Context: an optimization exercise on an open-source flow, tuned for small area, a short achievable clock period and few clock cycles per item. The choices shown serve that exercise and are no tape-out recipe. RTL that was checked went through simulation tests only; none was proved equivalent to the original. The RTL of runs 2 and 3 was laid out without a check of its function.

[flow/config.mk]
export PLATFORM = sky130hd
export DESIGN_NAME = armax_decrypt
export DESIGN_NICKNAME = armax_decrypt
export VERILOG_FILES = /design/flow/design.v
export SDC_FILE = /design/flow/constraint.sdc
export NUM_CORES = 4
export LEC_CHECK = 0
export CAP_MARGIN = 20
export CORE_MARGIN = 2
export CORE_UTILIZATION = 40
export PLACE_DENSITY = 0.6
export SLEW_MARGIN = 20
[flow/constraint.sdc]
create_clock -name core_clock -period 10.0 [get_ports {clk}]
set_input_delay 2.0000 -clock core_clock [delete_from_list [all_inputs] [get_ports {clk}]]
set_output_delay 2.0000 -clock core_clock [all_outputs]
set_load 0.01 [all_outputs]
[flow/design.v]
module armax_octet_mask (
    input  wire [31:0] x,
    input  wire [31:0] y,
    output wire [31:0] m
);
    reg [31:0] t0;
    reg [31:0] t1;
    reg [31:0] t2;
    reg [31:0] t3;
    reg [31:0] t4;
    reg [31:0] t5;
    reg [31:0] t6;
    reg [31:0] t7;
    always @(*) begin
        case (x[29:24])
            6'd0: t0 = 32'h01010400;
            6'd1: t0 = 32'h00000000;
            6'd2: t0 = 32'h00010000;
            6'd3: t0 = 32'h01010404;
            6'd4: t0 = 32'h01010004;
            6'd5: t0 = 32'h00010404;
            6'd6: t0 = 32'h00000004;
            6'd7: t0 = 32'h00010000;
            6'd8: t0 = 32'h00000400;
            6'd9: t0 = 32'h01010400;
            6'd10: t0 = 32'h01010404;
            6'd11: t0 = 32'h00000400;
            6'd12: t0 = 32'h01000404;
            6'd13: t0 = 32'h01010004;
            6'd14: t0 = 32'h01000000;
            6'd15: t0 = 32'h00000004;
            6'd16: t0 = 32'h00000404;
            6'd17: t0 = 32'h01000400;
            6'd18: t0 = 32'h01000400;
            6'd19: t0 = 32'h00010400;
            6'd20: t0 = 32'h00010400;
            6'd21: t0 = 32'h01010000;
            6'd22: t0 = 32'h01010000;
            6'd23: t0 = 32'h01000404;
            6'd24: t0 = 32'h00010004;
            6'd25: t0 = 32'h01000004;
            6'd26: t0 = 32'h01000004;
            6'd27: t0 = 32'h00010004;
            6'd28: t0 = 32'h00000000;
            6'd29: t0 = 32'h00000404;
            6'd30: t0 = 32'h00010404;
            6'd31: t0 = 32'h01000000;
            6'd32: t0 = 32'h00010000;
            6'd33: t0 = 32'h01010404;
            6'd34: t0 = 32'h00000004;
            6'd35: t0 = 32'h01010000;
            6'd36: t0 = 32'h01010400;
            6'd37: t0 = 32'h01000000;
            6'd38: t0 = 32'h01000000;
            6'd39: t0 = 32'h00000400;
            6'd40: t0 = 32'h01010004;
            6'd41: t0 = 32'h00010000;
            6'd42: t0 = 32'h00010400;
            6'd43: t0 = 32'h01000004;
            6'd44: t0 = 32'h00000400;
            6'd45: t0 = 32'h00000004;
            6'd46: t0 = 32'h01000404;
            6'd47: t0 = 32'h00010404;
            6'd48: t0 = 32'h01010404;
            6'd49: t0 = 32'h00010004;
            6'd50: t0 = 32'h01010000;
            6'd51: t0 = 32'h01000404;
            6'd52: t0 = 32'h01000004;
            6'd53: t0 = 32'h00000404;
            6'd54: t0 = 32'h00010404;
            6'd55: t0 = 32'h01010400;
            6'd56: t0 = 32'h00000404;
            6'd57: t0 = 32'h01000400;
            6'd58: t0 = 32'h01000400;
            6'd59: t0 = 32'h00000000;
            6'd60: t0 = 32'h00010004;
            6'd61: t0 = 32'h00010400;
            6'd62: t0 = 32'h00000000;
            default: t0 = 32'h01010004;
        endcase
    end
    always @(*) begin
        case (y[29:24])
            6'd0: t1 = 32'h80108020;
            6'd1: t1 = 32'h80008000;
            6'd2: t1 = 32'h00008000;
            6'd3: t1 = 32'h00108020;
            6'd4: t1 = 32'h00100000;
            6'd5: t1 = 32'h00000020;
            6'd6: t1 = 32'h80100020;
            6'd7: t1 = 32'h80008020;
            6'd8: t1 = 32'h80000020;
            6'd9: t1 = 32'h80108020;
            6'd10: t1 = 32'h80108000;
            6'd11: t1 = 32'h80000000;
            6'd12: t1 = 32'h80008000;
            6'd13: t1 = 32'h00100000;
            6'd14: t1 = 32'h00000020;
            6'd15: t1 = 32'h80100020;
            6'd16: t1 = 32'h00108000;
            6'd17: t1 = 32'h00100020;
            6'd18: t1 = 32'h80008020;
            6'd19: t1 = 32'h00000000;
            6'd20: t1 = 32'h80000000;
            6'd21: t1 = 32'h00008000;
            6'd22: t1 = 32'h00108020;
            6'd23: t1 = 32'h80100000;
            6'd24: t1 = 32'h00100020;
            6'd25: t1 = 32'h80000020;
            6'd26: t1 = 32'h00000000;
            6'd27: t1 = 32'h00108000;
            6'd28: t1 = 32'h00008020;
            6'd29: t1 = 32'h80108000;
            6'd30: t1 = 32'h80100000;
            6'd31: t1 = 32'h00008020;
            6'd32: t1 = 32'h00000000;
            6'd33: t1 = 32'h00108020;
            6'd34: t1 = 32'h80100020;
            6'd35: t1 = 32'h00100000;
            6'd36: t1 = 32'h80008020;
            6'd37: t1 = 32'h80100000;
            6'd38: t1 = 32'h80108000;
            6'd39: t1 = 32'h00008000;
            6'd40: t1 = 32'h80100000;
            6'd41: t1 = 32'h80008000;
            6'd42: t1 = 32'h00000020;
            6'd43: t1 = 32'h80108020;
            6'd44: t1 = 32'h00108020;
            6'd45: t1 = 32'h00000020;
            6'd46: t1 = 32'h00008000;
            6'd47: t1 = 32'h80000000;
            6'd48: t1 = 32'h00008020;
            6'd49: t1 = 32'h80108000;
            6'd50: t1 = 32'h00100000;
            6'd51: t1 = 32'h80000020;
            6'd52: t1 = 32'h00100020;
            6'd53: t1 = 32'h80008020;
            6'd54: t1 = 32'h80000020;
            6'd55: t1 = 32'h00100020;
            6'd56: t1 = 32'h00108000;
            6'd57: t1 = 32'h00000000;
            6'd58: t1 = 32'h80008000;
            6'd59: t1 = 32'h00008020;
            6'd60: t1 = 32'h80000000;
            6'd61: t1 = 32'h80100020;
            6'd62: t1 = 32'h80108020;
            default: t1 = 32'h00108000;
        endcase
    end
    always @(*) begin
        case (x[21:16])
            6'd0: t2 = 32'h00000208;
            6'd1: t2 = 32'h08020200;
            6'd2: t2 = 32'h00000000;
            6'd3: t2 = 32'h08020008;
            6'd4: t2 = 32'h08000200;
            6'd5: t2 = 32'h00000000;
            6'd6: t2 = 32'h00020208;
            6'd7: t2 = 32'h08000200;
            6'd8: t2 = 32'h00020008;
            6'd9: t2 = 32'h08000008;
            6'd10: t2 = 32'h08000008;
            6'd11: t2 = 32'h00020000;
            6'd12: t2 = 32'h08020208;
            6'd13: t2 = 32'h00020008;
            6'd14: t2 = 32'h08020000;
            6'd15: t2 = 32'h00000208;
            6'd16: t2 = 32'h08000000;
            6'd17: t2 = 32'h00000008;
            6'd18: t2 = 32'h08020200;
            6'd19: t2 = 32'h00000200;
            6'd20: t2 = 32'h00020200;
            6'd21: t2 = 32'h08020000;
            6'd22: t2 = 32'h08020008;
            6'd23: t2 = 32'h00020208;
            6'd24: t2 = 32'h08000208;
            6'd25: t2 = 32'h00020200;
            6'd26: t2 = 32'h00020000;
            6'd27: t2 = 32'h08000208;
            6'd28: t2 = 32'h00000008;
            6'd29: t2 = 32'h08020208;
            6'd30: t2 = 32'h00000200;
            6'd31: t2 = 32'h08000000;
            6'd32: t2 = 32'h08020200;
            6'd33: t2 = 32'h08000000;
            6'd34: t2 = 32'h00020008;
            6'd35: t2 = 32'h00000208;
            6'd36: t2 = 32'h00020000;
            6'd37: t2 = 32'h08020200;
            6'd38: t2 = 32'h08000200;
            6'd39: t2 = 32'h00000000;
            6'd40: t2 = 32'h00000200;
            6'd41: t2 = 32'h00020008;
            6'd42: t2 = 32'h08020208;
            6'd43: t2 = 32'h08000200;
            6'd44: t2 = 32'h08000008;
            6'd45: t2 = 32'h00000200;
            6'd46: t2 = 32'h00000000;
            6'd47: t2 = 32'h08020008;
            6'd48: t2 = 32'h08000208;
            6'd49: t2 = 32'h00020000;
            6'd50: t2 = 32'h08000000;
            6'd51: t2 = 32'h08020208;
            6'd52: t2 = 32'h00000008;
            6'd53: t2 = 32'h00020208;
            6'd54: t2 = 32'h00020200;
            6'd55: t2 = 32'h08000008;
            6'd56: t2 = 32'h08020000;
            6'd57: t2 = 32'h08000208;
            6'd58: t2 = 32'h00000208;
            6'd59: t2 = 32'h08020000;
            6'd60: t2 = 32'h00020208;
            6'd61: t2 = 32'h00000008;
            6'd62: t2 = 32'h08020008;
            default: t2 = 32'h00020200;
        endcase
    end
    always @(*) begin
        case (y[21:16])
            6'd0: t3 = 32'h00802001;
            6'd1: t3 = 32'h00002081;
            6'd2: t3 = 32'h00002081;
            6'd3: t3 = 32'h00000080;
            6'd4: t3 = 32'h00802080;
            6'd5: t3 = 32'h00800081;
            6'd6: t3 = 32'h00800001;
            6'd7: t3 = 32'h00002001;
            6'd8: t3 = 32'h00000000;
            6'd9: t3 = 32'h00802000;
            6'd10: t3 = 32'h00802000;
            6'd11: t3 = 32'h00802081;
            6'd12: t3 = 32'h00000081;
            6'd13: t3 = 32'h00000000;
            6'd14: t3 = 32'h00800080;
            6'd15: t3 = 32'h00800001;
            6'd16: t3 = 32'h00000001;
            6'd17: t3 = 32'h00002000;
            6'd18: t3 = 32'h00800000;
            6'd19: t3 = 32'h00802001;
            6'd20: t3 = 32'h00000080;
            6'd21: t3 = 32'h00800000;
            6'd22: t3 = 32'h00002001;
            6'd23: t3 = 32'h00002080;
            6'd24: t3 = 32'h00800081;
            6'd25: t3 = 32'h00000001;
            6'd26: t3 = 32'h00002080;
            6'd27: t3 = 32'h00800080;
            6'd28: t3 = 32'h00002000;
            6'd29: t3 = 32'h00802080;
            6'd30: t3 = 32'h00802081;
            6'd31: t3 = 32'h00000081;
            6'd32: t3 = 32'h00800080;
            6'd33: t3 = 32'h00800001;
            6'd34: t3 = 32'h00802000;
            6'd35: t3 = 32'h00802081;
            6'd36: t3 = 32'h00000081;
            6'd37: t3 = 32'h00000000;
            6'd38: t3 = 32'h00000000;
            6'd39: t3 = 32'h00802000;
            6'd40: t3 = 32'h00002080;
            6'd41: t3 = 32'h00800080;
            6'd42: t3 = 32'h00800081;
            6'd43: t3 = 32'h00000001;
            6'd44: t3 = 32'h00802001;
            6'd45: t3 = 32'h00002081;
            6'd46: t3 = 32'h00002081;
            6'd47: t3 = 32'h00000080;
            6'd48: t3 = 32'h00802081;
            6'd49: t3 = 32'h00000081;
            6'd50: t3 = 32'h00000001;
            6'd51: t3 = 32'h00002000;
            6'd52: t3 = 32'h00800001;
            6'd53: t3 = 32'h00002001;
            6'd54: t3 = 32'h00802080;
            6'd55: t3 = 32'h00800081;
            6'd56: t3 = 32'h00002001;
            6'd57: t3 = 32'h00002080;
            6'd58: t3 = 32'h00800000;
            6'd59: t3 = 32'h00802001;
            6'd60: t3 = 32'h00000080;
            6'd61: t3 = 32'h00800000;
            6'd62: t3 = 32'h00002000;
            default: t3 = 32'h00802080;
        endcase
    end
    always @(*) begin
        case (x[13:8])
            6'd0: t4 = 32'h00000100;
            6'd1: t4 = 32'h02080100;
            6'd2: t4 = 32'h02080000;
            6'd3: t4 = 32'h42000100;
            6'd4: t4 = 32'h00080000;
            6'd5: t4 = 32'h00000100;
            6'd6: t4 = 32'h40000000;
            6'd7: t4 = 32'h02080000;
            6'd8: t4 = 32'h40080100;
            6'd9: t4 = 32'h00080000;
            6'd10: t4 = 32'h02000100;
            6'd11: t4 = 32'h40080100;
            6'd12: t4 = 32'h42000100;
            6'd13: t4 = 32'h42080000;
            6'd14: t4 = 32'h00080100;
            6'd15: t4 = 32'h40000000;
            6'd16: t4 = 32'h02000000;
            6'd17: t4 = 32'h40080000;
            6'd18: t4 = 32'h40080000;
            6'd19: t4 = 32'h00000000;
            6'd20: t4 = 32'h40000100;
            6'd21: t4 = 32'h42080100;
            6'd22: t4 = 32'h42080100;
            6'd23: t4 = 32'h02000100;
            6'd24: t4 = 32'h42080000;
            6'd25: t4 = 32'h40000100;
            6'd26: t4 = 32'h00000000;
            6'd27: t4 = 32'h42000000;
            6'd28: t4 = 32'h02080100;
            6'd29: t4 = 32'h02000000;
            6'd30: t4 = 32'h42000000;
            6'd31: t4 = 32'h00080100;
            6'd32: t4 = 32'h00080000;
            6'd33: t4 = 32'h42000100;
            6'd34: t4 = 32'h00000100;
            6'd35: t4 = 32'h02000000;
            6'd36: t4 = 32'h40000000;
            6'd37: t4 = 32'h02080000;
            6'd38: t4 = 32'h42000100;
            6'd39: t4 = 32'h40080100;
            6'd40: t4 = 32'h02000100;
            6'd41: t4 = 32'h40000000;
            6'd42: t4 = 32'h42080000;
            6'd43: t4 = 32'h02080100;
            6'd44: t4 = 32'h40080100;
            6'd45: t4 = 32'h00000100;
            6'd46: t4 = 32'h02000000;
            6'd47: t4 = 32'h42080000;
            6'd48: t4 = 32'h42080100;
            6'd49: t4 = 32'h00080100;
            6'd50: t4 = 32'h42000000;
            6'd51: t4 = 32'h42080100;
            6'd52: t4 = 32'h02080000;
            6'd53: t4 = 32'h00000000;
            6'd54: t4 = 32'h40080000;
            6'd55: t4 = 32'h42000000;
            6'd56: t4 = 32'h00080100;
            6'd57: t4 = 32'h02000100;
            6'd58: t4 = 32'h40000100;
            6'd59: t4 = 32'h00080000;
            6'd60: t4 = 32'h00000000;
            6'd61: t4 = 32'h40080000;
            6'd62: t4 = 32'h02080100;
            default: t4 = 32'h40000100;
        endcase
    end
    always @(*) begin
        case (y[13:8])
            6'd0: t5 = 32'h20000010;
            6'd1: t5 = 32'h20400000;
            6'd2: t5 = 32'h00004000;
            6'd3: t5 = 32'h20404010;
            6'd4: t5 = 32'h20400000;
            6'd5: t5 = 32'h00000010;
            6'd6: t5 = 32'h20404010;
            6'd7: t5 = 32'h00400000;
            6'd8: t5 = 32'h20004000;
            6'd9: t5 = 32'h00404010;
            6'd10: t5 = 32'h00400000;
            6'd11: t5 = 32'h20000010;
            6'd12: t5 = 32'h00400010;
            6'd13: t5 = 32'h20004000;
            6'd14: t5 = 32'h20000000;
            6'd15: t5 = 32'h00004010;
            6'd16: t5 = 32'h00000000;
            6'd17: t5 = 32'h00400010;
            6'd18: t5 = 32'h20004010;
            6'd19: t5 = 32'h00004000;
            6'd20: t5 = 32'h00404000;
            6'd21: t5 = 32'h20004010;
            6'd22: t5 = 32'h00000010;
            6'd23: t5 = 32'h20400010;
            6'd24: t5 = 32'h20400010;
            6'd25: t5 = 32'h00000000;
            6'd26: t5 = 32'h00404010;
            6'd27: t5 = 32'h20404000;
            6'd28: t5 = 32'h00004010;
            6'd29: t5 = 32'h00404000;
            6'd30: t5 = 32'h20404000;
            6'd31: t5 = 32'h20000000;
            6'd32: t5 = 32'h20004000;
            6'd33: t5 = 32'h00000010;
            6'd34: t5 = 32'h20400010;
            6'd35: t5 = 32'h00404000;
            6'd36: t5 = 32'h20404010;
            6'd37: t5 = 32'h00400000;
            6'd38: t5 = 32'h00004010;
            6'd39: t5 = 32'h20000010;
            6'd40: t5 = 32'h00400000;
            6'd41: t5 = 32'h20004000;
            6'd42: t5 = 32'h20000000;
            6'd43: t5 = 32'h00004010;
            6'd44: t5 = 32'h20000010;
            6'd45: t5 = 32'h20404010;
            6'd46: t5 = 32'h00404000;
            6'd47: t5 = 32'h20400000;
            6'd48: t5 = 32'h00404010;
            6'd49: t5 = 32'h20404000;
            6'd50: t5 = 32'h00000000;
            6'd51: t5 = 32'h20400010;
            6'd52: t5 = 32'h00000010;
            6'd53: t5 = 32'h00004000;
            6'd54: t5 = 32'h20400000;
            6'd55: t5 = 32'h00404010;
            6'd56: t5 = 32'h00004000;
            6'd57: t5 = 32'h00400010;
            6'd58: t5 = 32'h20004010;
            6'd59: t5 = 32'h00000000;
            6'd60: t5 = 32'h20404000;
            6'd61: t5 = 32'h20000000;
            6'd62: t5 = 32'h00400010;
            default: t5 = 32'h20004010;
        endcase
    end
    always @(*) begin
        case (x[5:0])
            6'd0: t6 = 32'h00200000;
            6'd1: t6 = 32'h04200002;
            6'd2: t6 = 32'h04000802;
            6'd3: t6 = 32'h00000000;
            6'd4: t6 = 32'h00000800;
            6'd5: t6 = 32'h04000802;
            6'd6: t6 = 32'h00200802;
            6'd7: t6 = 32'h04200800;
            6'd8: t6 = 32'h04200802;
            6'd9: t6 = 32'h00200000;
            6'd10: t6 = 32'h00000000;
            6'd11: t6 = 32'h04000002;
            6'd12: t6 = 32'h00000002;
            6'd13: t6 = 32'h04000000;
            6'd14: t6 = 32'h04200002;
            6'd15: t6 = 32'h00000802;
            6'd16: t6 = 32'h04000800;
            6'd17: t6 = 32'h00200802;
            6'd18: t6 = 32'h00200002;
            6'd19: t6 = 32'h04000800;
            6'd20: t6 = 32'h04000002;
            6'd21: t6 = 32'h04200000;
            6'd22: t6 = 32'h04200800;
            6'd23: t6 = 32'h00200002;
            6'd24: t6 = 32'h04200000;
            6'd25: t6 = 32'h00000800;
            6'd26: t6 = 32'h00000802;
            6'd27: t6 = 32'h04200802;
            6'd28: t6 = 32'h00200800;
            6'd29: t6 = 32'h00000002;
            6'd30: t6 = 32'h04000000;
            6'd31: t6 = 32'h00200800;
            6'd32: t6 = 32'h04000000;
            6'd33: t6 = 32'h00200800;
            6'd34: t6 = 32'h00200000;
            6'd35: t6 = 32'h04000802;
            6'd36: t6 = 32'h04000802;
            6'd37: t6 = 32'h04200002;
            6'd38: t6 = 32'h04200002;
            6'd39: t6 = 32'h00000002;
            6'd40: t6 = 32'h00200002;
            6'd41: t6 = 32'h04000000;
            6'd42: t6 = 32'h04000800;
            6'd43: t6 = 32'h00200000;
            6'd44: t6 = 32'h04200800;
            6'd45: t6 = 32'h00000802;
            6'd46: t6 = 32'h00200802;
            6'd47: t6 = 32'h04200800;
            6'd48: t6 = 32'h00000802;
            6'd49: t6 = 32'h04000002;
            6'd50: t6 = 32'h04200802;
            6'd51: t6 = 32'h04200000;
            6'd52: t6 = 32'h00200800;
            6'd53: t6 = 32'h00000000;
            6'd54: t6 = 32'h00000002;
            6'd55: t6 = 32'h04200802;
            6'd56: t6 = 32'h00000000;
            6'd57: t6 = 32'h00200802;
            6'd58: t6 = 32'h04200000;
            6'd59: t6 = 32'h00000800;
            6'd60: t6 = 32'h04000002;
            6'd61: t6 = 32'h04000800;
            6'd62: t6 = 32'h00000800;
            default: t6 = 32'h00200002;
        endcase
    end
    always @(*) begin
        case (y[5:0])
            6'd0: t7 = 32'h10001040;
            6'd1: t7 = 32'h00001000;
            6'd2: t7 = 32'h00040000;
            6'd3: t7 = 32'h10041040;
            6'd4: t7 = 32'h10000000;
            6'd5: t7 = 32'h10001040;
            6'd6: t7 = 32'h00000040;
            6'd7: t7 = 32'h10000000;
            6'd8: t7 = 32'h00040040;
            6'd9: t7 = 32'h10040000;
            6'd10: t7 = 32'h10041040;
            6'd11: t7 = 32'h00041000;
            6'd12: t7 = 32'h10041000;
            6'd13: t7 = 32'h00041040;
            6'd14: t7 = 32'h00001000;
            6'd15: t7 = 32'h00000040;
            6'd16: t7 = 32'h10040000;
            6'd17: t7 = 32'h10000040;
            6'd18: t7 = 32'h10001000;
            6'd19: t7 = 32'h00001040;
            6'd20: t7 = 32'h00041000;
            6'd21: t7 = 32'h00040040;
            6'd22: t7 = 32'h10040040;
            6'd23: t7 = 32'h10041000;
            6'd24: t7 = 32'h00001040;
            6'd25: t7 = 32'h00000000;
            6'd26: t7 = 32'h00000000;
            6'd27: t7 = 32'h10040040;
            6'd28: t7 = 32'h10000040;
            6'd29: t7 = 32'h10001000;
            6'd30: t7 = 32'h00041040;
            6'd31: t7 = 32'h00040000;
            6'd32: t7 = 32'h00041040;
            6'd33: t7 = 32'h00040000;
            6'd34: t7 = 32'h10041000;
            6'd35: t7 = 32'h00001000;
            6'd36: t7 = 32'h00000040;
            6'd37: t7 = 32'h10040040;
            6'd38: t7 = 32'h00001000;
            6'd39: t7 = 32'h00041040;
            6'd40: t7 = 32'h10001000;
            6'd41: t7 = 32'h00000040;
            6'd42: t7 = 32'h10000040;
            6'd43: t7 = 32'h10040000;
            6'd44: t7 = 32'h10040040;
            6'd45: t7 = 32'h10000000;
            6'd46: t7 = 32'h00040000;
            6'd47: t7 = 32'h10001040;
            6'd48: t7 = 32'h00000000;
            6'd49: t7 = 32'h10041040;
            6'd50: t7 = 32'h00040040;
            6'd51: t7 = 32'h10000040;
            6'd52: t7 = 32'h10040000;
            6'd53: t7 = 32'h10001000;
            6'd54: t7 = 32'h10001040;
            6'd55: t7 = 32'h00000000;
            6'd56: t7 = 32'h10041040;
            6'd57: t7 = 32'h00041000;
            6'd58: t7 = 32'h00041000;
            6'd59: t7 = 32'h00001040;
            6'd60: t7 = 32'h00001040;
            6'd61: t7 = 32'h00040040;
            6'd62: t7 = 32'h10000000;
            default: t7 = 32'h10041000;
        endcase
    end
    assign m = t0 ^ t2 ^ t4 ^ t6 ^ t1 ^ t3 ^ t5 ^ t7;
endmodule
module armax_sched_rom (
    input  wire [4:0]  idx,
    output reg  [31:0] word
);
    always @(*) begin
        case (idx)
            5'd0: word = 32'h21323E26;
            5'd1: word = 32'h3105192B;
            5'd2: word = 32'h0E243331;
            5'd3: word = 32'h2F0C2F17;
            5'd4: word = 32'h132B0F33;
            5'd5: word = 32'h2402182B;
            5'd6: word = 32'h25111D1F;
            5'd7: word = 32'h39181F36;
            5'd8: word = 32'h130A2B29;
            5'd9: word = 32'h03392B1E;
            5'd10: word = 32'h2A3C3D35;
            5'd11: word = 32'h3010122B;
            5'd12: word = 32'h29001D0A;
            5'd13: word = 32'h26273F32;
            5'd14: word = 32'h09252E2D;
            5'd15: word = 32'h083A071F;
            5'd16: word = 32'h35390512;
            5'd17: word = 32'h14203F37;
            5'd18: word = 32'h28130A2F;
            5'd19: word = 32'h03311D1F;
            5'd20: word = 32'h002C3F33;
            5'd21: word = 32'h132E323C;
            5'd22: word = 32'h2A281138;
            5'd23: word = 32'h0C051B37;
            5'd24: word = 32'h34052C27;
            5'd25: word = 32'h202E1D3A;
            5'd26: word = 32'h07121F2D;
            5'd27: word = 32'h0D28333C;
            5'd28: word = 32'h160B3138;
            5'd29: word = 32'h3214273B;
            5'd30: word = 32'h02150B1F;
            default: word = 32'h020B3E3C;
        endcase
    end
endmodule
module armax_un1 (
    input  wire [31:0] a_in,
    input  wire [31:0] v_in,
    output wire [31:0] a_out,
    output wire [31:0] v_out
);
    wire [31:0] v0, t1, a1, w1, v1, t2, a2, w2, v2, t3, a3, w3, v3;
    wire [31:0] t4, a4, w4, v4, t5, b5;
    assign v0 = {v_in[27:0], v_in[31:28]};       
    assign t1 = (a_in ^ v0) & 32'hF0F0F0F0;
    assign a1 = a_in ^ t1;
    assign w1 = v0 ^ t1;
    assign v1 = {w1[19:0], w1[31:20]};           
    assign t2 = (a1 ^ v1) & 32'hFFFF0000;
    assign a2 = a1 ^ t2;
    assign w2 = v1 ^ t2;
    assign v2 = {w2[17:0], w2[31:18]};           
    assign t3 = (a2 ^ v2) & 32'h33333333;
    assign a3 = a2 ^ t3;
    assign w3 = v2 ^ t3;
    assign v3 = {w3[5:0], w3[31:6]};             
    assign t4 = (a3 ^ v3) & 32'h00FF00FF;
    assign a4 = a3 ^ t4;
    assign w4 = v3 ^ t4;
    assign v4 = {w4[22:0], w4[31:23]};           
    assign t5    = (a4 ^ v4) & 32'hAAAAAAAA;
    assign b5    = a4 ^ t5;
    assign a_out = {b5[30:0], b5[31]};           
    assign v_out = v4 ^ t5;
endmodule
module armax_un2 (
    input  wire [31:0] a_in,
    input  wire [31:0] v_in,
    output wire [31:0] a_out,
    output wire [31:0] v_out
);
    wire [31:0] v0, t1, v1, b1, a1, t2, v2, b2, a2, t3, v3, b3, a3;
    wire [31:0] t4, v4, b4, a4, t5, b5;
    assign v0 = {v_in[0], v_in[31:1]};           
    assign t1 = (a_in ^ v0) & 32'hAAAAAAAA;
    assign v1 = v0 ^ t1;
    assign b1 = a_in ^ t1;
    assign a1 = {b1[8:0], b1[31:9]};             
    assign t2 = (a1 ^ v1) & 32'h00FF00FF;
    assign v2 = v1 ^ t2;
    assign b2 = a1 ^ t2;
    assign a2 = {b2[25:0], b2[31:26]};           
    assign t3 = (a2 ^ v2) & 32'h33333333;
    assign v3 = v2 ^ t3;
    assign b3 = a2 ^ t3;
    assign a3 = {b3[13:0], b3[31:14]};           
    assign t4 = (a3 ^ v3) & 32'hFFFF0000;
    assign v4 = v3 ^ t4;
    assign b4 = a3 ^ t4;
    assign a4 = {b4[11:0], b4[31:12]};           
    assign t5    = (a4 ^ v4) & 32'hF0F0F0F0;
    assign v_out = v4 ^ t5;
    assign b5    = a4 ^ t5;
    assign a_out = {b5[3:0], b5[31:4]};          
endmodule
module armax_decrypt (
    input  wire        clk,
    input  wire        rst,
    input  wire        in_valid,
    output wire        in_ready,
    input  wire [31:0] in_addr,
    input  wire [31:0] in_val,
    output wire        out_valid,
    input  wire        out_ready,
    output wire [31:0] out_addr,
    output wire [31:0] out_val
);
    localparam [1:0] S_IDLE = 2'd0,
                     S_RUN  = 2'd1,
                     S_DONE = 2'd2;
    reg  [1:0]  state;
    reg  [3:0]  hr;         
    reg  [31:0] a, v;
    wire [31:0] in_a_sw = {in_addr[7:0], in_addr[15:8], in_addr[23:16], in_addr[31:24]};
    wire [31:0] in_v_sw = {in_val[7:0],  in_val[15:8],  in_val[23:16],  in_val[31:24]};
    wire [31:0] un1_a, un1_v;
    armax_un1 u_un1 (
        .a_in (in_a_sw), .v_in (in_v_sw),
        .a_out(un1_a),   .v_out(un1_v)
    );
    wire [31:0] k0, k1;
    armax_sched_rom u_k0 (.idx({hr, 1'b0}), .word(k0));
    armax_sched_rom u_k1 (.idx({hr, 1'b1}), .word(k1));
    wire [31:0] src   = hr[0] ? a : v;                  
    wire [31:0] src_r = {src[3:0], src[31:4]};           
    wire [31:0] mask;
    armax_octet_mask u_f (
        .x(src_r ^ k0),
        .y(src   ^ k1),
        .m(mask)
    );
    wire [31:0] un2_a, un2_v;
    armax_un2 u_un2 (
        .a_in (a),     .v_in (v),
        .a_out(un2_a), .v_out(un2_v)
    );
    assign out_addr  = {un2_v[7:0], un2_v[15:8], un2_v[23:16], un2_v[31:24]};
    assign out_val   = {un2_a[7:0], un2_a[15:8], un2_a[23:16], un2_a[31:24]};
    assign out_valid = (state == S_DONE);
    assign in_ready  = (state == S_IDLE);
    always @(posedge clk) begin
        if (rst) begin
            state <= S_IDLE;
            hr    <= 4'd0;
        end else begin
            case (state)
                S_IDLE: begin
                    if (in_valid) begin
                        a     <= un1_a;
                        v     <= un1_v;
                        hr    <= 4'd0;
                        state <= S_RUN;
                    end
                end
                S_RUN: begin
                    if (hr[0])
                        v <= v ^ mask;
                    else
                        a <= a ^ mask;
                    hr <= hr + 4'd1;
                    if (hr == 4'd15)
                        state <= S_DONE;
                end
                S_DONE: begin
                    if (out_ready)
                        state <= S_IDLE;
                end
                default: state <= S_IDLE;
            endcase
        end
    end
endmodule
[flow/run.sh]
#!/bin/bash
# synth_recipe.tcl (not shown) runs the flow's synth.tcl, then flattens the netlist and writes it again
# the make line also repeats each setting of config.mk as NAME=value (left out here)
make -C /OpenROAD-flow-scripts/flow DESIGN_CONFIG=/design/flow/config.mk WORK_HOME=/design/flow/orfs CLKGATE_MAP_FILE= SYNTH_SCRIPT=/design/flow/synth_recipe.tcl finish
==> metrics.yaml, run 1 <==
status:
  outcome: "no timing/DRC/antenna violations"
hold_path:
  min_from: "hr[3]"
  holdPathStages: 2
  hold_class: "flip-flop to flip-flop"
  min_to: "state[1]"
floorplan:
  die-area_mm2: 0.03424
  initial_utilization_pct: 40.50
  ioPinCount: 134
  row_count: 66
  die_y_um: 185.0
  die_x_um: 185.0
  core-area_mm2: 0.03237
finish:
  insertedDiodeCount: 0
  finalNonFillerCells: 2091
  drive_above_1_share_pct: 8.611
  syn_to_final_growth_pct: 15.79
  final_core_util_pct: 46.89
  nets: 1773
synth:
  synthFlopType: "edfxtp_1"
  synth-warning-count: 3
  ys_seq_area_share_pct: 22.91
  netlist_instances: 1620
  synth_edf_count: 64
  synth-async-reset-ratio_pct: 0
  ys_seq_elements: 118
  avgSynthCellArea_um2: 8.092
  netlist_area_mm2: 0.01311
  syn_nets: 1757
  synth_cell_type_count: 90
placed_design:
  gp_congestion: 0.9425
  hpwl_um: 29050
  dp_cells: 2058
  port_buffers: 133
cts:
  clk_path_buf_depth: 2
  clock_latency_ps: 450
  cts_setup_buffers: 0
  clkTransAtPathRegs_ps: 60
  ctsHoldBuffers: 0
  h-tree-depth: 4
  clock_sinks: 118
  cts_tree: "done"
  numCtsBuffers: 17
  cts.repair.resized: 0
  cts_root_buffer: "clkbuf_16"
worst_setup_path:
  cp_max_fo: 29
  r2r_cells: 11
  r2r_end: "a[5]"
  worstSetupPathType: "input pin to flip-flop"
  timing.rr.start: "hr[0]"
  critPathCaptureType: "flip-flop"
  crit_required_ps: 10330
  arrival_ps: 5400
  startpoint_type: "input pin"
  reg2reg_slack_ps: 5160
run:
  maxCapViolations: 0
drt:
  num_vias: 12490
  drc: 0
  drt_iter0_drc: 1262
  avgRoutedWirePerCell_um: 19.40
  drt_pre_antenna_iters: 5
  ant_nets: 0
  routed_wl_um: 40570
  vias_per_cell: 5.975
global_route:
  grt_max_degree: 72
  grt.overflow.total: 0
  grt_first_pass_wirelength_um: 63710
  grt_pass1_vias: 11540
  antenna_found_initial: 0
  grt_usage_pct: 23.51
timing:
  worst_slew_pin_slew_ps: 1085
  period_share_pct: 50.70
  hold_slack_ps: 685.7
  fmax_mhz: 197.2
  slew_violations: 0
  fin_skew_ps: 11.03
  setup_violations: 0
  relSlewSlack_pct: 27.40
  rsz0062_at_grt: "false"
  fin_crit_ps: 5070
  hold_viol_final: 0
  tns_ps: 0
[layout by cell type (no fill, tap or decap), types with 14 or more instances in the layout]
cell type / netlist / final
nand2_1: 153 / 153
a21boi_0: 14 / 14
inv_1: 45 / 45
buf_4: 4 / 29
o211ai_1: 34 / 34
edfxtp_1: 64 / 64
nor3_1: 54 / 54
nor2b_1: 15 / 14
mux2_2: 14 / 14
a211oi_1: 33 / 32
a21oi_1: 62 / 62
xnor2_1: 65 / 63
a31oi_1: 27 / 27
ha_1: 69 / 69
dfxtp_1: 54 / 53
nor2_1: 136 / 136
clkbuf_16: 0 / 19
and3_1: 14 / 14
o31ai_1: 22 / 22
mux2i_1: 75 / 75
nand3_1: 46 / 46
xor2_1: 40 / 39
o21ai_0: 108 / 108
clkdlybuf4s50_1: 0 / 133
[critical path, cell delays in order]
cell and delay [ps]:
clkdlybuf4s50_1 430, o21bai_1 350, a22o_1 560, nand2_1 580, inv_1 850, nor2_1 210
a221o_1 410
[sequential cells by signal (all words and copies together) (netlist names)]
register / count
v: 32
k1: 24
k0: 24
a: 32
state: 2
hr: 4
[cell usage after synthesis (7+ instances only)]
master,count,area share [%]
nand4_1,12,0.57
nor4_1,11,0.52
nand2b_1,8,0.38
clkbuf_1,131,3.8
o311ai_0,7,0.47
nand3_1,46,1.8
o221ai_1,11,0.73
dfxtp_1,54,8.2
ha_1,69,6.6
a22o_1,10,0.67
a22oi_1,9,0.52
nor3b_1,8,0.46
buf_2,24,0.92
o2111ai_1,13,0.87
o22ai_1,11,0.52
a31oi_1,27,1.3
a21oi_1,62,2.4
o21ai_0,108,4.1
or3_1,12,0.57
and2_1,7,0.33
a211oi_1,33,1.9
nor2b_1,15,0.72
xnor2_1,65,4.3
mux2i_4,11,1.9
and3_1,14,0.67
o211ai_1,34,1.9
inv_1,45,1.3
o31ai_1,22,1.3
a21boi_0,14,0.80
nor2_1,136,3.9
nor3_1,54,2.1
a211o_1,9,0.60
a32oi_1,8,0.53
xnor2_2,11,1.4
xor2_1,40,2.7
o22a_1,7,0.47
mux2i_1,75,5.7
edfxtp_1,64,15
mux2_2,14,1.2
nand2_1,153,4.4
[stage by stage]
stage	worst slack [ps]	instance area, um^2
2_1_floorplan	4716	13110
3_3_place_gp	4647	14540
3_5_place_dp	4558	14540
4_1_cts	5022	15140
5_1_grt	4718	15180
6_report	4930	15180
[cell families (layout without fill, tap and decap cells)]
family	after synthesis	count (layout)	share of synthesized area (%)
adder cells (fa/ha/maj)	69	69	6.586
flip-flops	118	118	22.91
multiplexers	107	107	9.621
buffers and inverters	216	245	6.824
XOR/XNOR	127	127	10.02
AO/OA/AOI/OAI	492	492	26.80
AND/OR/NAND/NOR	491	491	17.24
[final cells by class]
cell class / instances / area [um^2]
well taps: 442 / 553.0
clock buffers: 19 / 475.5
repair buffers: 163 / 1560
multi-input cells: 1286 / 9266
inverters: 50 / 187.7
fillers: 3216 / 17190
flip-flops and latches: 118 / 3007
clock inverters: 13 / 128.9
[routing by layer]
metal	GRT usage (%)	routed length, um	vias up
met2	36.48	18230	365
met1	32.65	19130	6050
met4	8.063	979	0
li1	-	-	6024
met3	4.424	2228	54
met5	0	0	-
[worst max-delay path by stage]
stage	start	endpoint	slack, ps	cells after the start
after floorplan	rst	v[0]	4720	3
after global placement	in_valid	k0[19]	4650	7
after detailed placement	in_valid	k0[19]	4560	7
after global routing	in_valid	k0[19]	4720	7
final	in_valid	k0[19]	4930	7
after CTS	in_valid	k0[19]	5020	7
Testbench counts, summed over its fixed seeds: cycles 57,600, items 3,200.
==> inputs of run 2 (changes only) <==
--- a/flow/design.v
+++ b/flow/design.v
@@ -672,66 +672,280 @@
 );
-    localparam [1:0] S_IDLE = 2'd0,
-                     S_RUN  = 2'd1,
-                     S_DONE = 2'd2;
-    reg  [1:0]  state;
-    reg  [3:0]  hr;         
-    reg  [31:0] a, v;
+    localparam [31:0] SCHED_0 = 32'h21323E26;
+    localparam [31:0] SCHED_1 = 32'h3105192B;
+    localparam [31:0] SCHED_2 = 32'h0E243331;
+    localparam [31:0] SCHED_3 = 32'h2F0C2F17;
+    localparam [31:0] SCHED_4 = 32'h132B0F33;
+    localparam [31:0] SCHED_5 = 32'h2402182B;
+    localparam [31:0] SCHED_6 = 32'h25111D1F;
+    localparam [31:0] SCHED_7 = 32'h39181F36;
+    localparam [31:0] SCHED_8 = 32'h130A2B29;
+    localparam [31:0] SCHED_9 = 32'h03392B1E;
+    localparam [31:0] SCHED_10 = 32'h2A3C3D35;
+    localparam [31:0] SCHED_11 = 32'h3010122B;
+    localparam [31:0] SCHED_12 = 32'h29001D0A;
+    localparam [31:0] SCHED_13 = 32'h26273F32;
+    localparam [31:0] SCHED_14 = 32'h09252E2D;
+    localparam [31:0] SCHED_15 = 32'h083A071F;
+    localparam [31:0] SCHED_16 = 32'h35390512;
+    localparam [31:0] SCHED_17 = 32'h14203F37;
+    localparam [31:0] SCHED_18 = 32'h28130A2F;
+    localparam [31:0] SCHED_19 = 32'h03311D1F;
+    localparam [31:0] SCHED_20 = 32'h002C3F33;
+    localparam [31:0] SCHED_21 = 32'h132E323C;
+    localparam [31:0] SCHED_22 = 32'h2A281138;
+    localparam [31:0] SCHED_23 = 32'h0C051B37;
+    localparam [31:0] SCHED_24 = 32'h34052C27;
+    localparam [31:0] SCHED_25 = 32'h202E1D3A;
+    localparam [31:0] SCHED_26 = 32'h07121F2D;
+    localparam [31:0] SCHED_27 = 32'h0D28333C;
+    localparam [31:0] SCHED_28 = 32'h160B3138;
+    localparam [31:0] SCHED_29 = 32'h3214273B;
+    localparam [31:0] SCHED_30 = 32'h02150B1F;
+    localparam [31:0] SCHED_31 = 32'h020B3E3C;
     wire [31:0] in_a_sw = {in_addr[7:0], in_addr[15:8], in_addr[23:16], in_addr[31:24]};
     wire [31:0] in_v_sw = {in_val[7:0],  in_val[15:8],  in_val[23:16],  in_val[31:24]};
-    wire [31:0] un1_a, un1_v;
-    armax_un1 u_un1 (
-        .a_in (in_a_sw), .v_in (in_v_sw),
-        .a_out(un1_a),   .v_out(un1_v)
-    );
-    wire [31:0] k0, k1;
-    armax_sched_rom u_k0 (.idx({hr, 1'b0}), .word(k0));
-    armax_sched_rom u_k1 (.idx({hr, 1'b1}), .word(k1));
-    wire [31:0] src   = hr[0] ? a : v;                  
-    wire [31:0] src_r = {src[3:0], src[31:4]};           
-    wire [31:0] mask;
-    armax_octet_mask u_f (
-        .x(src_r ^ k0),
-        .y(src   ^ k1),
-        .m(mask)
-    );
-    wire [31:0] un2_a, un2_v;
-    armax_un2 u_un2 (
-        .a_in (a),     .v_in (v),
-        .a_out(un2_a), .v_out(un2_v)
-    );
-    assign out_addr  = {un2_v[7:0], un2_v[15:8], un2_v[23:16], un2_v[31:24]};
-    assign out_val   = {un2_a[7:0], un2_a[15:8], un2_a[23:16], un2_a[31:24]};
-    assign out_valid = (state == S_DONE);
-    assign in_ready  = (state == S_IDLE);
+    wire [31:0] a0, v0;
+    armax_un1 u_un1 (.a_in(in_a_sw), .v_in(in_v_sw), .a_out(a0), .v_out(v0));
+    reg         s_valid;    
+    reg         o_valid;    
+    wire        adv = ~s_valid;                  
+    wire        o_ld = ~o_valid | out_ready;     
+    assign in_ready = adv;
+    reg [31:0] a_r0, v_r0;
+    reg        vld_r0;
+    always @(posedge clk) begin
+        if (rst)      vld_r0 <= 1'b0;
+        else if (adv) vld_r0 <= in_valid;
+        if (adv) begin
+            a_r0 <= a0;
+            v_r0 <= v0;
+        end
+    end
+    wire [31:0] m_h1, a_h1;
+    armax_octet_mask u_f1 (.x({v_r0[3:0], v_r0[31:4]} ^ SCHED_0), .y(v_r0 ^ SCHED_1), .m(m_h1));
+    assign a_h1 = a_r0 ^ m_h1;
+    reg [31:0] a_r1, v_r1;
+    reg        vld_r1;
+    always @(posedge clk) begin
+        if (rst)      vld_r1 <= 1'b0;
+        else if (adv) vld_r1 <= vld_r0;
+        if (adv) begin
+            a_r1 <= a_h1;
+            v_r1 <= v_r0;
+        end
+    end
+    wire [31:0] m_h2, v_h2;
+    armax_octet_mask u_f2 (.x({a_r1[3:0], a_r1[31:4]} ^ SCHED_2), .y(a_r1 ^ SCHED_3), .m(m_h2));
+    assign v_h2 = v_r1 ^ m_h2;
+    reg [31:0] a_r2, v_r2;
+    reg        vld_r2;
+    always @(posedge clk) begin
+        if (rst)      vld_r2 <= 1'b0;
+        else if (adv) vld_r2 <= vld_r1;
+        if (adv) begin
+            a_r2 <= a_r1;
+            v_r2 <= v_h2;
+        end
+    end
+    wire [31:0] m_h3, a_h3;
+    armax_octet_mask u_f3 (.x({v_r2[3:0], v_r2[31:4]} ^ SCHED_4), .y(v_r2 ^ SCHED_5), .m(m_h3));
+    assign a_h3 = a_r2 ^ m_h3;
+    reg [31:0] a_r3, v_r3;
+    reg        vld_r3;
+    always @(posedge clk) begin
+        if (rst)      vld_r3 <= 1'b0;
+        else if (adv) vld_r3 <= vld_r2;
+        if (adv) begin
+            a_r3 <= a_h3;
+            v_r3 <= v_r2;
+        end
+    end
+    wire [31:0] m_h4, v_h4;
+    armax_octet_mask u_f4 (.x({a_r3[3:0], a_r3[31:4]} ^ SCHED_6), .y(a_r3 ^ SCHED_7), .m(m_h4));
+    assign v_h4 = v_r3 ^ m_h4;
+    reg [31:0] a_r4, v_r4;
+    reg        vld_r4;
+    always @(posedge clk) begin
+        if (rst)      vld_r4 <= 1'b0;
+        else if (adv) vld_r4 <= vld_r3;
+        if (adv) begin
+            a_r4 <= a_r3;
+            v_r4 <= v_h4;
+        end
+    end
+    wire [31:0] m_h5, a_h5;
+    armax_octet_mask u_f5 (.x({v_r4[3:0], v_r4[31:4]} ^ SCHED_8), .y(v_r4 ^ SCHED_9), .m(m_h5));
+    assign a_h5 = a_r4 ^ m_h5;
+    reg [31:0] a_r5, v_r5;
+    reg        vld_r5;
+    always @(posedge clk) begin
+        if (rst)      vld_r5 <= 1'b0;
+        else if (adv) vld_r5 <= vld_r4;
+        if (adv) begin
+            a_r5 <= a_h5;
+            v_r5 <= v_r4;
+        end
+    end
+    wire [31:0] m_h6, v_h6;
+    armax_octet_mask u_f6 (.x({a_r5[3:0], a_r5[31:4]} ^ SCHED_10), .y(a_r5 ^ SCHED_11), .m(m_h6));
+    assign v_h6 = v_r5 ^ m_h6;
+    reg [31:0] a_r6, v_r6;
+    reg        vld_r6;
+    always @(posedge clk) begin
+        if (rst)      vld_r6 <= 1'b0;
+        else if (adv) vld_r6 <= vld_r5;
+        if (adv) begin
+            a_r6 <= a_r5;
+            v_r6 <= v_h6;
+        end
+    end
+    wire [31:0] m_h7, a_h7;
+    armax_octet_mask u_f7 (.x({v_r6[3:0], v_r6[31:4]} ^ SCHED_12), .y(v_r6 ^ SCHED_13), .m(m_h7));
+    assign a_h7 = a_r6 ^ m_h7;
+    reg [31:0] a_r7, v_r7;
+    reg        vld_r7;
+    always @(posedge clk) begin
+        if (rst)      vld_r7 <= 1'b0;
+        else if (adv) vld_r7 <= vld_r6;
+        if (adv) begin
+            a_r7 <= a_h7;
+            v_r7 <= v_r6;
+        end
+    end
+    wire [31:0] m_h8, v_h8;
+    armax_octet_mask u_f8 (.x({a_r7[3:0], a_r7[31:4]} ^ SCHED_14), .y(a_r7 ^ SCHED_15), .m(m_h8));
+    assign v_h8 = v_r7 ^ m_h8;
+    reg [31:0] a_r8, v_r8;
+    reg        vld_r8;
+    always @(posedge clk) begin
+        if (rst)      vld_r8 <= 1'b0;
+        else if (adv) vld_r8 <= vld_r7;
+        if (adv) begin
+            a_r8 <= a_r7;
+            v_r8 <= v_h8;
+        end
+    end
+    wire [31:0] m_h9, a_h9;
+    armax_octet_mask u_f9 (.x({v_r8[3:0], v_r8[31:4]} ^ SCHED_16), .y(v_r8 ^ SCHED_17), .m(m_h9));
+    assign a_h9 = a_r8 ^ m_h9;
+    reg [31:0] a_r9, v_r9;
+    reg        vld_r9;
+    always @(posedge clk) begin
+        if (rst)      vld_r9 <= 1'b0;
+        else if (adv) vld_r9 <= vld_r8;
+        if (adv) begin
+            a_r9 <= a_h9;
+            v_r9 <= v_r8;
+        end
+    end
+    wire [31:0] m_h10, v_h10;
+    armax_octet_mask u_f10 (.x({a_r9[3:0], a_r9[31:4]} ^ SCHED_18), .y(a_r9 ^ SCHED_19), .m(m_h10));
+    assign v_h10 = v_r9 ^ m_h10;
+    reg [31:0] a_r10, v_r10;
+    reg        vld_r10;
+    always @(posedge clk) begin
+        if (rst)      vld_r10 <= 1'b0;
+        else if (adv) vld_r10 <= vld_r9;
+        if (adv) begin
+            a_r10 <= a_r9;
+            v_r10 <= v_h10;
+        end
+    end
+    wire [31:0] m_h11, a_h11;
+    armax_octet_mask u_f11 (.x({v_r10[3:0], v_r10[31:4]} ^ SCHED_20), .y(v_r10 ^ SCHED_21), .m(m_h11));
+    assign a_h11 = a_r10 ^ m_h11;
+    reg [31:0] a_r11, v_r11;
+    reg        vld_r11;
+    always @(posedge clk) begin
+        if (rst)      vld_r11 <= 1'b0;
+        else if (adv) vld_r11 <= vld_r10;
+        if (adv) begin
+            a_r11 <= a_h11;
+            v_r11 <= v_r10;
+        end
+    end
+    wire [31:0] m_h12, v_h12;
+    armax_octet_mask u_f12 (.x({a_r11[3:0], a_r11[31:4]} ^ SCHED_22), .y(a_r11 ^ SCHED_23), .m(m_h12));
+    assign v_h12 = v_r11 ^ m_h12;
+    reg [31:0] a_r12, v_r12;
+    reg        vld_r12;
+    always @(posedge clk) begin
+        if (rst)      vld_r12 <= 1'b0;
+        else if (adv) vld_r12 <= vld_r11;
+        if (adv) begin
+            a_r12 <= a_r11;
+            v_r12 <= v_h12;
+        end
+    end
+    wire [31:0] m_h13, a_h13;
+    armax_octet_mask u_f13 (.x({v_r12[3:0], v_r12[31:4]} ^ SCHED_24), .y(v_r12 ^ SCHED_25), .m(m_h13));
+    assign a_h13 = a_r12 ^ m_h13;
+    reg [31:0] a_r13, v_r13;
+    reg        vld_r13;
+    always @(posedge clk) begin
+        if (rst)      vld_r13 <= 1'b0;
+        else if (adv) vld_r13 <= vld_r12;
+        if (adv) begin
+            a_r13 <= a_h13;
+            v_r13 <= v_r12;
+        end
+    end
+    wire [31:0] m_h14, v_h14;
+    armax_octet_mask u_f14 (.x({a_r13[3:0], a_r13[31:4]} ^ SCHED_26), .y(a_r13 ^ SCHED_27), .m(m_h14));
+    assign v_h14 = v_r13 ^ m_h14;
+    reg [31:0] a_r14, v_r14;
+    reg        vld_r14;
+    always @(posedge clk) begin
+        if (rst)      vld_r14 <= 1'b0;
+        else if (adv) vld_r14 <= vld_r13;
+        if (adv) begin
+            a_r14 <= a_r13;
+            v_r14 <= v_h14;
+        end
+    end
+    wire [31:0] m_h15, a_h15;
+    armax_octet_mask u_f15 (.x({v_r14[3:0], v_r14[31:4]} ^ SCHED_28), .y(v_r14 ^ SCHED_29), .m(m_h15));
+    assign a_h15 = a_r14 ^ m_h15;
+    reg [31:0] a_r15, v_r15;
+    reg        vld_r15;
+    always @(posedge clk) begin
+        if (rst)      vld_r15 <= 1'b0;
+        else if (adv) vld_r15 <= vld_r14;
+        if (adv) begin
+            a_r15 <= a_h15;
+            v_r15 <= v_r14;
+        end
+    end
+    wire [31:0] m_h16, v_h16;
+    armax_octet_mask u_f16 (.x({a_r15[3:0], a_r15[31:4]} ^ SCHED_30), .y(a_r15 ^ SCHED_31), .m(m_h16));
+    assign v_h16 = v_r15 ^ m_h16;
+    reg [31:0] a_o, v_o, a_s, v_s;
     always @(posedge clk) begin
         if (rst) begin
-            state <= S_IDLE;
-            hr    <= 4'd0;
+            o_valid <= 1'b0;
+            s_valid <= 1'b0;
+        end else if (s_valid) begin
+            if (o_ld) begin
+                o_valid <= 1'b1;
+                s_valid <= 1'b0;
+            end
+        end else if (o_ld) begin
+            o_valid <= vld_r15;
         end else begin
-            case (state)
-                S_IDLE: begin
-                    if (in_valid) begin
-                        a     <= un1_a;
-                        v     <= un1_v;
-                        hr    <= 4'd0;
-                        state <= S_RUN;
-                    end
-                end
-                S_RUN: begin
-                    if (hr[0])
-                        v <= v ^ mask;
-                    else
-                        a <= a ^ mask;
-                    hr <= hr + 4'd1;
-                    if (hr == 4'd15)
-                        state <= S_DONE;
-                end
-                S_DONE: begin
-                    if (out_ready)
-                        state <= S_IDLE;
-                end
-                default: state <= S_IDLE;
-            endcase
+            s_valid <= vld_r15;
+        end
+        if (o_ld) begin
+            a_o <= s_valid ? a_s : a_r15;
+            v_o <= s_valid ? v_s : v_h16;
+        end
+        if (adv) begin
+            a_s <= a_r15;
+            v_s <= v_h16;
         end
     end
+    wire [31:0] un2_a, un2_v;
+    armax_un2 u_un2 (.a_in(a_o), .v_in(v_o), .a_out(un2_a), .v_out(un2_v));
+    assign out_addr  = {un2_v[7:0], un2_v[15:8], un2_v[23:16], un2_v[31:24]};
+    assign out_val   = {un2_a[7:0], un2_a[15:8], un2_a[23:16], un2_a[31:24]};
+    assign out_valid = o_valid;
 endmodule
==> flow/flow/run.sh (new file) <==
#!/bin/bash
# Own layout flow: the standard ORFS flow, except that synthesis maps
# the logic with flow/abc_map.script (instead of ORFS's abc_speed/abc_area
# script) and does not extract half/full adders (ADDER_MAP_FILE empty).
# Registers, their names and cell types are as in the standard synthesis.
set -euo pipefail
here=$(pwd)
export MY_ABC_SCRIPT="$here/flow/abc_map.script"
sed -e "s#SYNTH_SCRIPT=[^ ]*#SYNTH_SCRIPT=$here/flow/my_synth.tcl ADDER_MAP_FILE=#" standard.sh > own_standard.sh
grep -q "my_synth.tcl ADDER_MAP_FILE=" own_standard.sh
bash own_standard.sh synth > synth.log 2>&1
bash own_standard.sh finish > layout.log 2>&1
test -s out/final.def
==> flow/flow/abc_map.script (new file) <==
strash
&get -n
&fraig -x
&put
dc2
strash
&get -n
&dch -f
&nf -R 1000
&put
buffer -c
topo
stime -c
upsize -c
dnsize -c
==> flow/flow/my_synth.tcl (new file) <==
proc synth {args} { yosys synth -nofsm -noshare {*}$args }
# Technology mapping with this flow's own ABC script (flow/abc_map.script)
# in place of ORFS's abc_area/abc_speed scripts.
if {[info exists ::env(MY_ABC_SCRIPT)] && $::env(MY_ABC_SCRIPT) ne ""} {
  proc abc {args} {
    set i [lsearch -exact $args -script]
    if {$i >= 0} { lset args [expr {$i + 1}] $::env(MY_ABC_SCRIPT) }
    puts "abc with script $::env(MY_ABC_SCRIPT)"
    yosys abc {*}$args
  }
}
source $::env(SCRIPTS_DIR)/synth.tcl
# left out here: clear keep_hierarchy, flatten, clean up, hide names made inside functions, write 1_2_yosys.v
==> flow/standard.sh (new file) <==
#!/bin/bash
# synth_recipe.tcl (not shown) runs the flow's synth.tcl, then flattens the netlist and writes it again
# the make line also repeats each setting of config.mk as NAME=value (left out here)
make -C /OpenROAD-flow-scripts/flow DESIGN_CONFIG=/design/flow/config.mk WORK_HOME=/design/flow/orfs CLKGATE_MAP_FILE= SYNTH_SCRIPT=/design/flow/synth_recipe.tcl "${@:-finish}"
removed: flow/run.sh
==> metrics.yaml, run 2 <==
status:
  outcome: "no timing/DRC/antenna violations"
global_route:
  grt_pass1_vias: 75230
  grt.overflow.total: 0
  grt_usage_pct: 24.67
  grt_max_degree: 180
  grt_first_pass_wirelength_um: 448700
  antenna_found_initial: 3
cts:
  clk_path_buf_depth: 3
  numCtsBuffers: 145
  clkTransAtPathRegs_ps: 60
  cts_setup_buffers: 0
  cts_root_buffer: "clkbuf_16"
  cts_tree: "done"
  clock_latency_ps: 840
  ctsHoldBuffers: 0
  h-tree-depth: 4
  clock_sinks: 1178
  cts.repair.resized: 0
synth:
  synthDominantCellAreaShare_pct: 36.45
  avgSynthCellArea_um2: 7.926
  synth_cell_type_count: 92
  netlist_area_mm2: 0.08963
  synthFlopType: "edfxtp_1"
  netlist_instances: 11310
  ys_seq_area_share_pct: 38.46
  ys_top_cells_by_area: "edfxtp_1, a21oi_1, o21ai_0"
  ys_seq_elements: 1178
  synth.most_common_cell: "nand2_1"
  synth-warning-count: 2
  syn_nets: 11380
  post-synth-top-area-cell: "edfxtp_1"
  yosys-top-cells-count: "nand2_1, nor2_1, a21oi_1"
  synth_edf_count: 1088
  synth-async-reset-ratio_pct: 0
finish:
  syn_to_final_growth_pct: 7.439
  final_cell_mix: "nand2_1, nor2_1, a21oi_1"
  drive_above_1_share_pct: 3.993
  layout_commonest_cell: "nand2_1"
  nets: 10710
timing:
  hold_viol_final: 0
  period_share_pct: 45.69
  worst_slew_pin_slew_ps: 1075
  relSlewSlack_pct: 28.30
  slew_violations: 0
  setup_violations: 0
  fin_crit_ps: 4569
  fmax_mhz: 218.9
  fin_skew_ps: 72.04
  rsz0062_at_grt: "false"
  hold_slack_ps: 454.2
  tns_ps: 0
drt:
  ant_nets: 0
  routed_wl_um: 295600
  drt_pre_antenna_iters: 7
  drc: 0
  drt_iter0_drc: 10270
  avgRoutedWirePerCell_um: 21.50
  num_vias: 84010
  vias_per_cell: 6.111
floorplan:
  ioPinCount: 134
  row_count: 173
  core-area_mm2: 0.2225
  die-area_mm2: 0.2279
  die_x_um: 477.4
  initial_utilization_pct: 40.28
  die_y_um: 477.4
worst_setup_path:
  cp_max_fo: 111
  crit_required_ps: 8000
  startpoint_type: "flip-flop"
  worstSetupPathType: "flip-flop to primary output"
  critPathCaptureType: "primary output"
  arrival_ps: 2570
hold_path:
  hold_class: "flip-flop to flip-flop"
placed_design:
  gp_congestion: 0.9315
  hpwl_um: 215600
  port_buffers: 133
run:
  maxCapViolations: 0
==> run 2: cell count changes after synthesis, moves of 385 or more <==
cell	change
edfxtp_1	+1024
clkbuf_1	+759
nand2_1	+1198
nor2_1	+1100
xnor2_1	+385
o21ai_0	+1076
a21oi_1	+1134
==> run 2: path summary, 6_finish.rpt <==
path | from | to | slack [ps] | cells past startpoint
hold reg to reg | v_r6[23] | v_r7[23] | 450 | 0
setup / recovery | s_valid | in_ready | 5430 | 2
setup reg to reg | a_r5[8] | u_f7.t2[3] | 6040 | 14
hold / removal | v_r6[23] | v_r7[23] | 450 | 0
==> run 2: cell type report <==
class / instances / area (um^2)
well taps: 2975 / 3722
multi-input cells: 9015 / 50920
clock buffers: 170 / 3805
repair buffers: 153 / 1531
clock inverters: 101 / 1242
fillers: 21950 / 126200
inverters: 151 / 593.1
flip-flops and latches: 1178 / 34480
diodes: 3 / 7.507
==> run 2: worst max-delay path: stages, from the launching register on <==
cell and delay [ps]:
dfxtp_4 640, clkinv_16 410, clkdlybuf4s50_1 610
==> run 2: kinds of logic (layout without fill, tap and decap cells) <==
family | after synthesis | count (layout) | share of synthesized area [%]
other cells | 0 | 3 | 0
xor+xnor | 773 | 773 | 7.562
flops | 1178 | 1178 | 38.46
simple gates | 4205 | 4205 | 21.50
buf+inv | 1115 | 575 | 4.736
mux | 68 | 68 | 0.8208
compound gates | 3969 | 3969 | 26.92
==> run 2: metrics by stage <==
stage / worst slack [ps] / cells / cell area, um^2 / utilization, %
CTS: 5337 / 13740 / 96280 / 43.27
global route: 5339 / 13750 / 96300 / 43.28
detailed placement: 6162 / 13470 / 91240 / 41.00
finish: 5431 / 13750 / 96300 / 43.28
floorplan: 1933 / 11310 / 89640 / -
global placement: 5944 / 13470 / 91240 / 41.00
==> run 2: layer usage <==
metal | GRT usage [%] | part of all wire, % | vias to the layer above
met4 | 11.37 | 5.0 | 2
met5 | 0 | 0.0051 | -
li1 | - | - | 40040
met1 | 32.40 | 42 | 39690
met2 | 40.47 | 47 | 3698
met3 | 3.003 | 6.1 | 576
==> inputs of run 3 (changes only) <==
--- a/flow/flow/run.sh
+++ b/flow/flow/run.sh
@@ -7,3 +7,3 @@
 here=$(pwd)
-export MY_ABC_SCRIPT="$here/flow/abc_map.script"
+export MY_ABC_SCRIPT=
 sed -e "s#SYNTH_SCRIPT=[^ ]*#SYNTH_SCRIPT=$here/flow/my_synth.tcl ADDER_MAP_FILE=#" standard.sh > own_standard.sh
removed: flow/flow/abc_map.script
==> metrics.yaml, run 3 <==
status:
  outcome: "no timing/DRC/antenna violations"
placed_design:
  place_area_mm2: 0.1102
  gp_congestion: 0.8592
  port_buffers: 133
  hpwl_um: 215600
cts:
  clkTransAtPathRegs_ps: 60
  ctsHoldBuffers: 0
  h-tree-depth: 4
  cts.repair.resized: 0
  cts_root_buffer: "clkbuf_16"
  clk_path_buf_depth: 4
  numCtsBuffers: 150
  clock_sinks: 1178
  cts_tree: "done"
  cts_setup_buffers: 0
  clock_latency_ps: 870
drt:
  vias_per_cell: 6.069
  num_vias: 104200
  avgRoutedWirePerCell_um: 19.08
  routed_wl_um: 327500
  drt_iter0_drc: 11910
  drc: 0
  ant_nets: 0
  drt_pre_antenna_iters: 6
timing:
  period_share_pct: 49.77
  fmax_mhz: 200.9
  setup_violations: 0
  fin_skew_ps: 87.63
  fin_crit_ps: 4977
  worst_slew_pin_slew_ps: 1116
  tns_ps: 0
  relSlewSlack_pct: 24.84
  rsz0062_at_grt: "false"
  hold_viol_final: 0
  slew_violations: 0
synth:
  synth_compound_area_share_pct: 32.02
  ys_seq_area_share_pct: 31.62
  muxShareOfSynthArea_pct: 1.997
  synth_top_family_by_area: "compound AO/OA/AOI/OAI gates"
  netlist_instances: 14660
  netlist_area_mm2: 0.1090
  synth_xor_area_share_pct: 7.742
  synth-warning-count: 2
  post-synth-top-area-cell: "edfxtp_1"
  ys_top_cells_by_area: "edfxtp_1, a21oi_1, o21ai_0"
  synthFlopType: "edfxtp_1"
  ys_seq_elements: 1178
  synth-async-reset-ratio_pct: 0
  synthDominantCellAreaShare_pct: 29.97
  synth_edf_count: 1088
  synth.most_common_cell: "a21oi_1"
  syn_nets: 14730
  avgSynthCellArea_um2: 7.437
  synth_cell_type_count: 111
  yosys-top-cells-count: "a21oi_1, nand2_1, o21ai_0"
  yosys.area_share.simple_pct: 19.27
  synthAdderAreaFrac_pct: 0.1010
floorplan:
  die_y_um: 526.1
  die_x_um: 526.1
  ioPinCount: 134
  initial_utilization_pct: 40.23
  core-area_mm2: 0.2710
  die-area_mm2: 0.2768
  row_count: 191
finish:
  nets: 13540
  layout_commonest_cell: "a21oi_1"
  syn_to_final_growth_pct: 5.735
  stdcell_area_mm2: 0.1153
  drive_above_1_share_pct: 4.836
  final_cell_mix: "a21oi_1, nand2_1, o21ai_0"
global_route:
  grt_pass1_vias: 88280
  grt_usage_pct: 22.29
  grt_first_pass_wirelength_um: 511700
  grt_max_degree: 83
  grt.overflow.total: 0
  antenna_found_initial: 2
worst_setup_path:
  cp_max_fo: 65
  arrival_ps: 2980
  reg2reg_slack_ps: 5290
  critPathCaptureType: "primary output"
  startpoint_type: "flip-flop"
  worstSetupPathType: "flip-flop to primary output"
  crit_required_ps: 8000
hold_path:
  hold_class: "flip-flop to flip-flop"
run:
  maxCapViolations: 0
run 3: cell types whose count changed after synthesis, moves of 132 or more:
| cell | delta |
|---|---|
| clkbuf_1 | +489 |
| a21oi_1 | +371 |
| o21ai_0 | +344 |
| buf_1 | +270 |
| nand2_1 | +215 |
| nor2_1 | +190 |
| xor2_1 | +142 |
| a221oi_1 | +132 |
run 3: through the flow:
step,hold WS [ps],util (%),setup slack (ps),std cells
after CTS,472.4,42.52,4904,17150
after floorplan,420.6,-,557.0,14660
after global placement,451.3,40.68,5296,16890
final,469.9,42.54,5023,17160
after detailed placement,454.7,40.68,5200,16890
after global routing,483.4,42.53,4853,17160
run 3: worst paths after layout:
kind | startpoint | to | cells past startpoint
min | a_s[22] | a_s[22] | 1
max | s_valid | in_ready | 2
min reg2reg | a_s[22] | a_s[22] | 1
max reg2reg | s_valid | v_r0[18] | 5
run 3: cell type report:
type                            count  area, um^2
Timing Repair Buffer              410        3431
Sequential cell                  1178       34480
Multi-Input combinational cell  11410       66660
Clock inverter                    100        1125
Inverter                          323        1222
Fill cell                       27500      155700
Tap cell                         3570        4467
Antenna cell                        5       12.51
Clock buffer                      166        3886
run 3: cell families (layout without fill, tap and decap cells):
family / count (synthesis) / count (layout)
fa+ha+maj: 11 / 11
mux: 195 / 195
buf+inv: 2073 / 999
xor+xnor: 962 / 962
compound gates: 5571 / 5571
flops: 1178 / 1178
simple gates: 4669 / 4669
other cells: 0 / 5
run 3: layer usage:
layer / part of all wire (%) / global-route usage [%]
met1: 45 / 31.74
met2: 46 / 35.66
met3: 5.0 / 1.923
met4: 3.1 / 6.864
met5: 0 / 0
run 3: critical path, cell delays in order, from the launching register on:
cell	delay (ps)
dfxtp_4	1080
inv_8	410
clkdlybuf4s50_1	640

## port drivers added, routing unchanged
In the flow no input, the clock included, has a driving cell. The finished layouts below were timed again as built, in two steps.
Step 1 assumes that a clkbuf_16 drives the clock port and a buf_2 every other input.
Step 2 also shifts input and output timing later by t, the mid clock arrival at the registers, as if the neighbouring blocks saw the same clock.
Three values: no drivers, after step 1, after step 2; two values: the first two.
run | shift t [ns] | setup slack, ns | worst hold slack (ns) | worst setup path after step 2
run 1 | 0.495 | 4.930 / 4.958 / 4.463 | 0.686 / 0.686 / 0.686 | input to register
run 2 | 0.895 | 5.431 / 5.344 / 6.039 | 0.454 / 0.454 / 0.454 | register to register
run 3 | 0.917 | 5.023 / 4.931 / 5.291 | 0.470 / 0.470 / 0.470 | register to register
After both steps every run listed still meets setup and hold. For run 1, which loses most, drivers alone change the setup slack by +0.028 ns; drivers and shift together by -0.467 ns.
